Source: an optimization exercise on an open RTL-to-GDS flow (aim: small area). Production flows keep margins and buffers that such runs may drop.
The RTL was checked by simulation tests, not by an equivalence proof against the original design.
Power is estimated from default activity; no workload was simulated.

Setup of run A:
// tcpu_core
module tcpu_core (
    input  wire        clk,
    input  wire        rst,
    output wire        mem_req,
    output wire        mem_we,
    output wire [15:0] mem_addr,
    output wire [7:0]  mem_wdata,
    input  wire        mem_gnt,
    input  wire        mem_rvalid,
    input  wire [7:0]  mem_rdata,
    input  wire        ev_post,
    input  wire [2:0]  ev_kind,
    input  wire [15:0] ev_payload,
    output wire        disk_req,
    output wire        disk_drive,
    output wire        disk_write,
    output wire [15:0] disk_maddr,
    output wire [15:0] disk_daddr,
    output wire        halted,
    output wire        waiting,
    output wire [1:0]  halt_cause,
    input  wire [3:0]  dbg_sel,
    output wire [15:0] dbg_data
);
export LEC_CHECK = 0
export ABC_AREA = 1
export CAP_MARGIN = 20
export CORE_MARGIN = 2
export CORE_UTILIZATION = 65
export PLACE_DENSITY = 0.8
export SLEW_MARGIN = 20
export BUFFER_PORTS_ARGS = -buffer_cell sky130_fd_sc_hd__buf_1
export CTS_ARGS = -sink_clustering_enable -repair_clock_nets -dont_use_dummy_load -buf_list sky130_fd_sc_hd__clkbuf_16 -sink_clustering_size 25 -sink_clustering_max_diameter 100
export POST_FLOORPLAN_TCL = /design/flow/flow/downsize.tcl
create_clock -name core_clock -period 10.0 [get_ports {clk}]
standard.sh (not shown) runs the stock make flow with config.mk's settings and CLKGATE_MAP_FILE= SYNTH_SCRIPT=/design/flow/synth_recipe.tcl, a recipe that flattens the netlist after the stock synthesis.
==> flow/flow/run.sh <==
#!/bin/bash
# The standard layout (standard.sh) with these changes:
#  - the smallest buffer on the ports
#  - after floorplan every combinational cell starts at its smallest size;
#    the repair steps size up what timing, slew or capacitance need
#  - a clock tree of fewer, larger leaf buffers without dummy loads
# Each tool's output goes to its own log here.
set -e
cat >> "$FLOW_CONFIG" <<EOC
export BUFFER_PORTS_ARGS = -buffer_cell sky130_fd_sc_hd__buf_1
export CTS_ARGS = -sink_clustering_enable -repair_clock_nets -dont_use_dummy_load -buf_list sky130_fd_sc_hd__clkbuf_16 -sink_clustering_size 25 -sink_clustering_max_diameter 100
export POST_FLOORPLAN_TCL = $PWD/flow/downsize.tcl
EOC
mkdir -p scripts_synth
cp -r "$FLOW_HOME/scripts/." scripts_synth/
cp flow/abc_area.script scripts_synth/abc_area.script
SCRIPTS_DIR=$PWD/scripts_synth bash standard.sh synth > synth.log 2>&1
bash standard.sh > standard.log 2>&1
==> flow/flow/abc_area.script <==
strash
ifraig
dc2
&get -n
&deepsyn -T 60
&put
strash
dch -f
map -a
strash
dch -f
map -a
strash
dch -f
map -a
topo
==> flow/flow/downsize.tcl <==
# Replace every combinational cell by the smallest cell of its family (same
# function and pins); the later repair steps size up what timing, slew or
# capacitance need.
set block [ord::get_db_block]
set db [ord::get_db]
set smallest [dict create]
foreach lib [$db getLibs] {
  foreach m [$lib getMasters] {
    set n [$m getName]
    if {[regexp {^(sky130_fd_sc_hd__[a-z0-9]+)_([0-9]+)$} $n -> base k]} {
      set a [expr {[$m getWidth] * [$m getHeight]}]
      if {![dict exists $smallest $base] || $a < [lindex [dict get $smallest $base] 1]} {
        dict set smallest $base [list $n $a]
      }
    }
  }
}
set count 0
foreach inst [$block getInsts] {
  set n [[$inst getMaster] getName]
  if {![regexp {^(sky130_fd_sc_hd__[a-z0-9]+)_([0-9]+)$} $n -> base k]} { continue }
  if {[regexp {__(df|edf|sdf|dl|conb|tap|fill|decap|clk|lpflow|probe|diode)} $n]} { continue }
  set new [lindex [dict get $smallest $base] 0]
  if {$new ne $n} {
    replace_cell [get_cells [$inst getName]] $new
    incr count
  }
}
puts "downsize: replaced $count cells"
Edits applied to the flow inputs when going from run A to run B:
- PLACE_DENSITY: 0.8 -> 0.85
- CORE_UTILIZATION: 65 -> 70
- CTS_ARGS: -sink_clustering_enable -repair_clock_nets -dont_use_dummy_load -buf_list sky130_fd_sc_hd__clkbuf_16 -sink_clustering_size 25 -sink_clustering_max_diameter 100 -> -sink_clustering_enable -repair_clock_nets -dont_use_dummy_load -buf_list sky130_fd_sc_hd__clkbuf_16 -sink_clustering_size 25 -sink_clustering_max_diameter 100 -root_buf sky130_fd_sc_hd__clkbuf_4
diff --git a/flow/flow/run.sh b/flow/flow/run.sh
--- a/flow/flow/run.sh
+++ b/flow/flow/run.sh
@@ -5,3 +5,4 @@
 #    the repair steps size up what timing, slew or capacitance need
-#  - a clock tree of fewer, larger leaf buffers without dummy loads
+#  - a clock tree of fewer, larger leaf buffers without dummy loads, and a
+#    small root buffer
 # Each tool's output goes to its own log here.
@@ -10,3 +11,3 @@
 export BUFFER_PORTS_ARGS = -buffer_cell sky130_fd_sc_hd__buf_1
-export CTS_ARGS = -sink_clustering_enable -repair_clock_nets -dont_use_dummy_load -buf_list sky130_fd_sc_hd__clkbuf_16 -sink_clustering_size 25 -sink_clustering_max_diameter 100
+export CTS_ARGS = -sink_clustering_enable -repair_clock_nets -dont_use_dummy_load -buf_list sky130_fd_sc_hd__clkbuf_16 -sink_clustering_size 25 -sink_clustering_max_diameter 100 -root_buf sky130_fd_sc_hd__clkbuf_4
 export POST_FLOORPLAN_TCL = $PWD/flow/downsize.tcl
==> flow/flow/abc_area.script <==
strash
ifraig
dc2
&get -n
&deepsyn -T 60
&put
strash
dch -f
map -a
strash
dch -f
map -a
strash
dch -f
map -a
strash
dch -f
amap
strash
dch -f
amap
strash
ifraig
&get -n
&deepsyn -T 60
&put
strash
dch -f
map -a
strash
dch -f
map -a
strash
dch -f
amap
strash
dch -f
amap
topo
==> comparison <==
Across both runs, first-iteration DRC count was higher for run B than for run A.
Looking at start point of the critical path, the st[1] result is from run B; the dbg_sel[3] one comes from run A.
Combinational power share came out lower on run B than on run A.
Summary: with run A as the reference, power in run B moved down by a few percent.
--- input diff run B..run C ---
- a change of CORE_UTILIZATION from 70 to 65
- a change of PLACE_DENSITY from 0.85 to 0.8
diff --git a/flow/flow/run.sh b/flow/flow/run.sh
--- a/flow/flow/run.sh
+++ b/flow/flow/run.sh
@@ -5,4 +5,3 @@
 #    the repair steps size up what timing, slew or capacitance need
-#  - a clock tree of fewer, larger leaf buffers without dummy loads, and a
-#    small root buffer
+#  - a clock tree of fewer, larger leaf buffers without dummy loads
 # Each tool's output goes to its own log here.
==> flow/flow/abc_area.script <==
strash
ifraig
dc2
&get -n
&deepsyn -T 60
&put
strash
dch -f
map -a
strash
dch -f
map -a
strash
dch -f
map -a
strash
dch -f
amap
strash
dch -f
amap
topo
==> notes.md <==
Run C has final total power below what run B had.
Going from run B to run C, post-detailed-routing wire length shrinks by 2.2%.
On part of the cycle the worst path needs, run B tracks run C almost exactly.
Diff run C and run B: global-route usage higher in run B
Sequential portion of the cell area was higher in the run labelled run B.
Compared with run B, in run C worst vdd rail ir drop decreased by 0.027 mV relative to the old numbers, horizontal die dimension +about 4%.
In the floorplan summary, run C is listed with a die area greater than that of run B.
Design area, run C and run B: lower on run B
[run C vs run B] number of global-route vias before repair: lower in run C
[inputs] run D vs run C
- a change of CTS_ARGS from -sink_clustering_enable -repair_clock_nets -dont_use_dummy_load -buf_list sky130_fd_sc_hd__clkbuf_16 -sink_clustering_size 25 -sink_clustering_max_diameter 100 -root_buf sky130_fd_sc_hd__clkbuf_4 to -sink_clustering_enable -repair_clock_nets -dont_use_dummy_load -buf_list sky130_fd_sc_hd__clkbuf_16 -sink_clustering_size 25 -sink_clustering_max_diameter 100
- a change of CORE_UTILIZATION from 65 to 55
- a change of PLACE_DENSITY from 0.8 to 0.7
==> flow/flow/run.sh <==
#!/bin/bash
# The standard layout, with three changes: the smallest buffer on the
# ports, every combinational cell started at its smallest size after
# floorplan (repair sizes them up as needed), and a clock tree of fewer,
# larger leaf buffers without dummy loads.
set -e
cat >> "$FLOW_CONFIG" <<EOC
export BUFFER_PORTS_ARGS = -buffer_cell sky130_fd_sc_hd__buf_1
export CTS_ARGS = -sink_clustering_enable -repair_clock_nets -dont_use_dummy_load -buf_list sky130_fd_sc_hd__clkbuf_16 -sink_clustering_size 25 -sink_clustering_max_diameter 100
export POST_FLOORPLAN_TCL = $PWD/flow/downsize.tcl
EOC
bash standard.sh > standard.log 2>&1
removed: flow/flow/abc_area.script
Findings:
Of run D and run C, run D shows the lower logic depth of the worst path, buffers included, with run C above it.
Hold slack for run D: 5.5 ps down relative to run C
When the final numbers for run D and run C were put side by side, the final layout net count turned out to be greater in run D.
Per the comparison of run D with run C, global routing met2 resource utilization went down by 2.3 points; power density over the cells decreased about 7%.
Compared with run C, in run D filler cell count in the final layout increased by 715 relative to the old numbers, layout overhead on the synthesized area shrank by 2.8 points, routability-driven placement congestion ratio decreased by 0.083 relative to the old numbers, setup slack increased 1110 ps.
Combinational power was lower in the run labelled run C.

what the ideal ports hide:
Ports are ideal in the flow. The routed layouts listed here were re-timed in OpenROAD. Step 1 assumes that a clkbuf_16 drives the clock port and a buf_2 every other input. Step 2 also shifts input and output timing later by t, the mid clock arrival at the registers, as if the neighbouring blocks saw the same clock. Slacks: no drivers / after step 1 / after step 2; pairs: no drivers / after step 1.
run | t (ns) | slack for setup (ns) | slew at the worst register clock pin (ns) | cell pins on the clock port's net
run A | 0.504 | 2.034 / 2.003 / 2.003 | 0.10 / 0.10 | 1
run B | 0.653 | 2.121 / 2.082 / 2.105 | 0.10 / 0.10 | 1
run C | 0.634 | 2.129 / 2.094 / 2.459 | 0.10 / 0.10 | 1
run D | 0.518 | 3.235 / 3.184 / 3.184 | 0.10 / 0.10 | 1
After both steps setup and hold are still met in every run listed. The setup slack of run D, which loses most, moves by -0.051 ns with the drivers and by -0.051 ns with both steps.
